Context: an optimization exercise on an open-source flow, tuned for small area, a short achievable clock period and few clock cycles. The choices shown serve that exercise and are no tape-out recipe.
In this exercise RTL edits were held to simulation tests only and were not proved equivalent to the original.

==> v6 <==
// gpusim_bs
module gpusim_bs (
    input  wire        clk,
    input  wire        rst,           
    input  wire        cmd_valid,
    output wire        cmd_ready,
    input  wire [3:0]  cmd_op,
    input  wire [7:0]  cmd_a,
    input  wire [7:0]  cmd_b,
    input  wire [7:0]  cmd_c,
    output wire        rsp_valid,
    output wire [3:0]  rsp_kind,
    output wire [1:0]  rsp_space,
    output wire [15:0] rsp_info,
    input  wire [7:0]  rd_addr,
    output wire [7:0]  rd_data,
    input  wire [2:0]  rd_reg,
    output wire [7:0]  rd_reg_data,
    output wire [7:0]  pc_o,
    output wire [7:0]  pend_o,
    output wire [1:0]  ctrl_o
);
make LEC_CHECK=0 CAP_MARGIN=20 CORE_MARGIN=2 CORE_UTILIZATION=45 SETUP_SLACK_MARGIN=5 SLEW_MARGIN=20 TNS_END_PERCENT=0 finish   # period 10.0 ns
run.sh (not shown) runs the stock make flow with config.mk's settings and CLKGATE_MAP_FILE= SYNTH_SCRIPT=/design/flow/synth_recipe.tcl, a recipe that flattens the netlist after the stock synthesis.
==> inputs of v12, as changes to v6 <==
==> flow/config.mk (replaced) <==
export PLATFORM = sky130hd
export DESIGN_NAME = gpusim_bs
export DESIGN_NICKNAME = gpusim_bs
export VERILOG_FILES = /design/flow/design.v
export SDC_FILE = /design/flow/constraint.sdc
export NUM_CORES = 4
export LEC_CHECK = 0
export CAP_MARGIN = 20
export CORE_MARGIN = 2
export CORE_UTILIZATION = 40
export CTS_BUF_LIST = sky130_fd_sc_hd__clkbuf_8
export SETUP_SLACK_MARGIN = 5
export SLEW_MARGIN = 20
export TNS_END_PERCENT = 0
==> inputs of v19, as changes to v6 <==
--- a/flow/design.v
+++ b/flow/design.v
@@ -42,17 +42,14 @@
     localparam C_RUNNING = 2'd1;
     localparam C_PAUSED  = 2'd2;
     reg [7:0]  mem  [0:MEM_SIZE-1];
     reg [7:0]  regs [0:REG_COUNT-1];
     reg [5:0]  pc;         
     reg [4:0]  k;          
     reg [6:0]  pend;       
-    reg [7:0]  pdist;      
-    reg        k20;        
-    reg        k21;        
     reg [1:0]  ctrl;
     reg        loading;    
     reg        running;    
     reg        exei;       
     reg [23:0] ir0;        
     reg [23:0] ir1;        
     reg        r_valid;    
@@ -62,14 +59,15 @@
     assign cmd_ready = !running && !exei;
     wire idle_cmd   = cmd_valid && !loading && !running && !exei;
     wire is_op_step = (cmd_op == OP_STEP);
     wire is_op_exei = (cmd_op == OP_EXEI);
     wire is_op_run  = (cmd_op == OP_RUN);
     wire run_acc    = idle_cmd && is_op_run;
     wire run_mode   = running || run_acc;
+    wire [7:0] pdist      = {1'b0, pend} - {2'b0, pc};
     wire       pc_lt_pend = !pdist[7] && (pdist != 8'd0);      
     wire       last3      = pdist[7] || (pdist[6:2] == 5'd0);  
     wire       last6      = pdist[7] || (pdist[6:0] <= 7'd6);  
     wire       lane1_ok   = !pdist[7] && (pdist > 8'd1);       
     wire       lane2_ok   = !pdist[7] && (pdist > 8'd2);       
     wire [7:0] a_op = ir0[23:16];
     wire [7:0] a_a  = ir0[15:8];
@@ -79,15 +77,15 @@
     wire [7:0] b_b  = ir1[7:0];
     wire       a_alu   = (a_op == 8'h01) || (a_op == 8'h02) || (a_op == 8'h03);
     wire       a_store = (a_op == 8'h04);
     wire [2:0] a_ridx  = (a_op[2:0] == 3'd4) ? a_b[2:0] : a_a[2:0];
     wire [7:0] a_rval  = regs[a_ridx];
     wire [7:0] a_res   = (a_op[1:0] == 2'b01) ? a_b :
                          (a_op[1:0] == 2'b10) ? a_rval + a_b : a_rval - a_b;
-    wire       fetch_oob = !exei && k21;
+    wire       fetch_oob = !exei && (k == 5'd21);
     reg        a_fault;
     reg [3:0]  a_kind;
     reg [1:0]  a_space;
     reg [7:0]  a_info;
     always @(*) begin
         a_fault = 1'b1;
         a_kind  = K_OOB;
@@ -114,37 +112,33 @@
     end
     wire       b_alu   = (b_op == 8'h01) || (b_op == 8'h02) || (b_op == 8'h03);
     wire       b_store = (b_op == 8'h04);
     wire       b_ok    = (b_alu && b_a[7:3] == 5'd0) ||
                          (b_store && b_a[7:6] == 2'd0 && b_b[7:3] == 5'd0);
     wire [2:0] b_ridx  = (b_op[2:0] == 3'd4) ? b_b[2:0] : b_a[2:0];
     wire       b_fwd   = a_alu && (a_a[2:0] == b_ridx);
-    wire [7:0] b_rreg  = regs[b_ridx];
-    wire [7:0] b_rval  = b_fwd ? a_res : b_rreg;
+    wire [7:0] b_rval  = b_fwd ? a_res : regs[b_ridx];
     wire [7:0] b_res   = (b_op[1:0] == 2'b01) ? b_b :
                          (b_op[1:0] == 2'b10) ? b_rval + b_b : b_rval - b_b;
-    wire [6:0] a_sd     = {1'b0, a_a[5:0]} - {1'b0, pc};
-    wire [6:0] b_sd     = {1'b0, b_a[5:0]} - {1'b0, pc};
-    wire       a_hits_b = a_store && (a_sd == 7'd3 || a_sd == 7'd4 || a_sd == 7'd5);
-    wire x_en    = running || exei || (idle_cmd && is_op_step) || (run_acc && pc_lt_pend);
-    wire a_ok    = x_en && !a_fault;
-    wire dual_c  = !exei && !a_fault && !last3 && !k20 && b_ok &&
-                   !a_hits_b && !(a_store && b_store) && !(b_store && b_fwd);
-    wire dual    = x_en && run_mode && dual_c;
+    wire [5:0] a_sdiff  = a_a[5:0] - pc;
+    wire       a_hits_b = a_store && (a_sdiff == 6'd3 || a_sdiff == 6'd4 || a_sdiff == 6'd5);
+    wire x_en  = running || exei || (idle_cmd && is_op_step) || (run_acc && pc_lt_pend);
+    wire a_ok  = x_en && !a_fault;
+    wire dual  = a_ok && run_mode && !last3 && (k != 5'd20) && b_ok &&
+                 !a_hits_b && !(a_store && b_store);
     wire advance = a_ok && !exei;                 
-    wire a_st_c   = !a_fault && a_store;
-    wire st_c     = a_st_c || (dual_c && b_store);
     wire a_reg_we = a_ok && a_alu;
     wire b_reg_we = dual && b_alu;
-    wire st_we    = x_en && (a_st_c || (run_mode && dual_c && b_store));
+    wire a_st     = a_ok && a_store;
+    wire st_we    = a_st || (dual && b_store);
     wire clear_all = rst || (idle_cmd && cmd_op == OP_RESET);
     wire beat      = loading && cmd_valid;
     wire wm_we     = idle_cmd && (cmd_op == OP_WRMEM) && (cmd_a[7:6] == 2'd0);
-    wire [5:0] saddr = a_st_c ? a_a[5:0] : b_a[5:0];
-    wire [7:0] sdata = a_st_c ? a_rval : b_rreg;
+    wire [5:0] saddr = a_st ? a_a[5:0] : b_a[5:0];
+    wire [7:0] sdata = a_st ? a_rval : b_rval;
     wire [5:0] waddr = wm_we ? cmd_a[5:0] : saddr;
     wire [7:0] wbyte = wm_we ? cmd_b : sdata;
     wire       wsel  = wm_we || st_we;
     wire [7:0] wd0 = (beat ? cmd_a : wbyte) & {8{!clear_all}};
     wire [7:0] wd1 = (beat ? cmd_b : wbyte) & {8{!clear_all}};
     wire [7:0] wd2 = (beat ? cmd_c : wbyte) & {8{!clear_all}};
     reg [MEM_SIZE-1:0] mem_we;
@@ -183,39 +177,32 @@
                 assign obank[gw] = 24'd0;
         end
     endgenerate
     wire [23:0] e_word = ebank[f1[4:1]];
     wire [23:0] o_word = obank[f[4:1]];
     wire [23:0] fw0    = k[0] ? o_word : e_word;        
     wire [23:0] fw1    = k[0] ? e_word : o_word;
-    wire [23:0] nw0 = (at_pc || dual_c) ? fw0 : ir1;
-    wire [23:0] nw1 = (at_pc || dual_c) ? fw1 : fw0;
-    reg  [5:0]  a_hit, b_hit;
-    integer m;
-    always @(*) begin
-        for (m = 0; m < 6; m = m + 1) begin
-            a_hit[m] = at_pc ? (a_sd == m) : dual_c ? (a_sd == m + 6) : (a_sd == m + 3);
-            b_hit[m] = (b_sd == m + 6);           
-        end
-    end
-    wire [5:0]  hit = (st_c && !r_valid) ? (a_st_c ? a_hit : b_hit) : 6'd0;
+    wire [23:0] nw0 = (at_pc || dual) ? fw0 : ir1;
+    wire [23:0] nw1 = (at_pc || dual) ? fw1 : fw0;
+    wire [6:0]  nbase = {1'b0, pc} + (at_pc ? 7'd0 : dual ? 7'd6 : 7'd3);    
+    wire [6:0]  sdiff = {1'b0, saddr} - nbase;
     wire        ir_ld = at_pc || (running && !a_fault) || cmd_valid;
     always @(posedge clk) begin
         if (clear_all) begin
             ir0 <= 24'd0;
             ir1 <= 24'd0;
         end else if (idle_cmd && is_op_exei) begin
             ir0 <= {cmd_a, cmd_b, cmd_c};
         end else if (ir_ld) begin
-            ir0[23:16] <= hit[0] ? sdata : nw0[23:16];
-            ir0[15:8]  <= hit[1] ? sdata : nw0[15:8];
-            ir0[7:0]   <= hit[2] ? sdata : nw0[7:0];
-            ir1[23:16] <= hit[3] ? sdata : nw1[23:16];
-            ir1[15:8]  <= hit[4] ? sdata : nw1[15:8];
-            ir1[7:0]   <= hit[5] ? sdata : nw1[7:0];
+            ir0[23:16] <= (st_we && sdiff == 7'd0) ? sdata : nw0[23:16];
+            ir0[15:8]  <= (st_we && sdiff == 7'd1) ? sdata : nw0[15:8];
+            ir0[7:0]   <= (st_we && sdiff == 7'd2) ? sdata : nw0[7:0];
+            ir1[23:16] <= (st_we && sdiff == 7'd3) ? sdata : nw1[23:16];
+            ir1[15:8]  <= (st_we && sdiff == 7'd4) ? sdata : nw1[15:8];
+            ir1[7:0]   <= (st_we && sdiff == 7'd5) ? sdata : nw1[7:0];
         end
     end
     wire x_last = dual ? last6 : last3;
     wire late   = running || exei;                    
     wire x_end  = exei || a_fault || x_last;
     assign rsp_valid = r_valid || (late && x_end && !rst);
     assign rsp_kind  = late ? (a_fault ? a_kind : K_OK) : r_kind;
@@ -223,55 +210,43 @@
     assign rsp_info  = late ? (a_fault ? {8'd0, a_info} : {14'd0, exei, 1'b0}) : r_info;
     always @(posedge clk) begin
         r_valid <= 1'b0;
         if (clear_all) begin
             pc      <= 6'd0;
             k       <= 5'd0;
             pend    <= 7'd0;
-            pdist   <= 8'd0;
-            k20     <= 1'b0;
-            k21     <= 1'b0;
             ctrl    <= C_STOPPED;
             loading <= 1'b0;
             running <= 1'b0;
             exei    <= 1'b0;
             r_kind  <= K_OK;
             r_space <= SP_NONE;
             r_info  <= 16'd0;
             r_valid <= !rst;
         end else if (beat) begin
-            pc    <= pc + 6'd3;
-            k     <= k + 5'd1;
-            pdist <= pdist - 8'd3;
-            k20   <= (k == 5'd19);
-            k21   <= (k == 5'd20);
+            pc <= pc + 6'd3;
+            k  <= k + 5'd1;
             if (last3) begin
                 pc      <= 6'd0;
                 k       <= 5'd0;
-                pdist   <= {1'b0, pend};
-                k20     <= 1'b0;
-                k21     <= 1'b0;
                 loading <= 1'b0;
                 r_kind  <= K_OK;
                 r_space <= SP_NONE;
                 r_info  <= 16'd0;
                 r_valid <= 1'b1;
             end
         end else if (exei) begin
             exei <= 1'b0;                     
         end else if (x_en) begin
             r_kind  <= a_kind;
             r_space <= a_space;
             r_info  <= {8'd0, a_info};
             if (advance) begin
-                pc    <= dual ? pc + 6'd6 : pc + 6'd3;
-                k     <= dual ? k + 5'd2 : k + 5'd1;
-                pdist <= dual ? pdist - 8'd6 : pdist - 8'd3;
-                k20   <= dual ? (k == 5'd18) : (k == 5'd19);
-                k21   <= dual ? (k == 5'd19) : (k == 5'd20);
+                pc <= dual ? pc + 6'd6 : pc + 6'd3;
+                k  <= dual ? k + 5'd2 : k + 5'd1;
             end
             if (a_fault) begin
                 running <= 1'b0;
                 r_valid <= !running;
                 if (run_acc)
                     ctrl <= C_RUNNING;
             end else begin
@@ -296,20 +271,17 @@
             r_valid <= 1'b1;
             case (cmd_op)
                 OP_LOAD: begin
                     if ({cmd_a, cmd_b} > MEM_SIZE) begin
                         r_kind <= K_TOOBIG;
                         r_info <= {cmd_a, cmd_b};
                     end else begin
-                        pend  <= cmd_b[6:0];
-                        pdist <= {1'b0, cmd_b[6:0]};
-                        pc    <= 6'd0;
-                        k     <= 5'd0;
-                        k20   <= 1'b0;
-                        k21   <= 1'b0;
+                        pend <= cmd_b[6:0];
+                        pc   <= 6'd0;
+                        k    <= 5'd0;
                         if (cmd_b[6:0] != 7'd0) begin
                             loading <= 1'b1;
                             r_valid <= 1'b0;
                         end
                     end
                 end
                 OP_EXEI: begin
==> flow/config.mk (replaced) <==
export PLATFORM = sky130hd
export DESIGN_NAME = gpusim_bs
export DESIGN_NICKNAME = gpusim_bs
export VERILOG_FILES = /design/flow/design.v
export SDC_FILE = /design/flow/constraint.sdc
export NUM_CORES = 4
export LEC_CHECK = 0
export CAP_MARGIN = 20
export CORE_MARGIN = 2
export CORE_UTILIZATION = 40
export CTS_BUF_LIST = sky130_fd_sc_hd__clkbuf_8
export SETUP_SLACK_MARGIN = 5
export SLEW_MARGIN = 20
export TNS_END_PERCENT = 0
==> run summary <==
- Final area: v12 > v6 > v19.
- Between v19 and v12, the lower utilization is in v19 (gap 0.54 points).
- In register-to-register slack, v12 and v19 hardly differ.
- Against v12, the first-iteration DRC count of v19 is lower by about 15%.
- Of v12 and v19, v12 has the higher synthesized cell count (gap 8.4%, measured against v19).
- Die area, highest first: v12, v19, v6.
- In area after synthesis, v6 and v12 do not differ.
Testbench counts of v6, summed over its fixed seeds: cycles 15,730.
Testbench counts of v12, summed over its fixed seeds: cycles 15,730.
Testbench counts of v19, summed over its fixed seeds: cycles 15,673.

[port drivers added, routing unchanged]
No port has a modelled driver above. Below, the same layouts with a new extraction and two added sets of constraints.
Step 1 sets driving cells, clkbuf_16 on the clock port and buf_2 on the other inputs (assumed; they add their load-dependent delay and slew).
Step 2 times the ports against the registers' clock, not the clock port: input delays grow and output delays shrink by t, the midpoint of the rising clock arrivals with the driver on.
Slacks: ideal ports / drivers / drivers and shift; pairs: ideal ports / drivers.
run | t, ns | setup WS [ns] | worst setup path at the end
v6 | 0.744 | 3.616 / 3.628 / 2.884 | input to register
v12 | 0.905 | 3.791 / 3.738 / 3.077 | input to register
v19 | 0.897 | 3.608 / 3.548 / 2.903 | input to register
After both steps every run listed still meets setup and hold. For v6, which loses most, drivers alone change the setup slack by +0.012 ns; drivers and shift together by -0.732 ns.
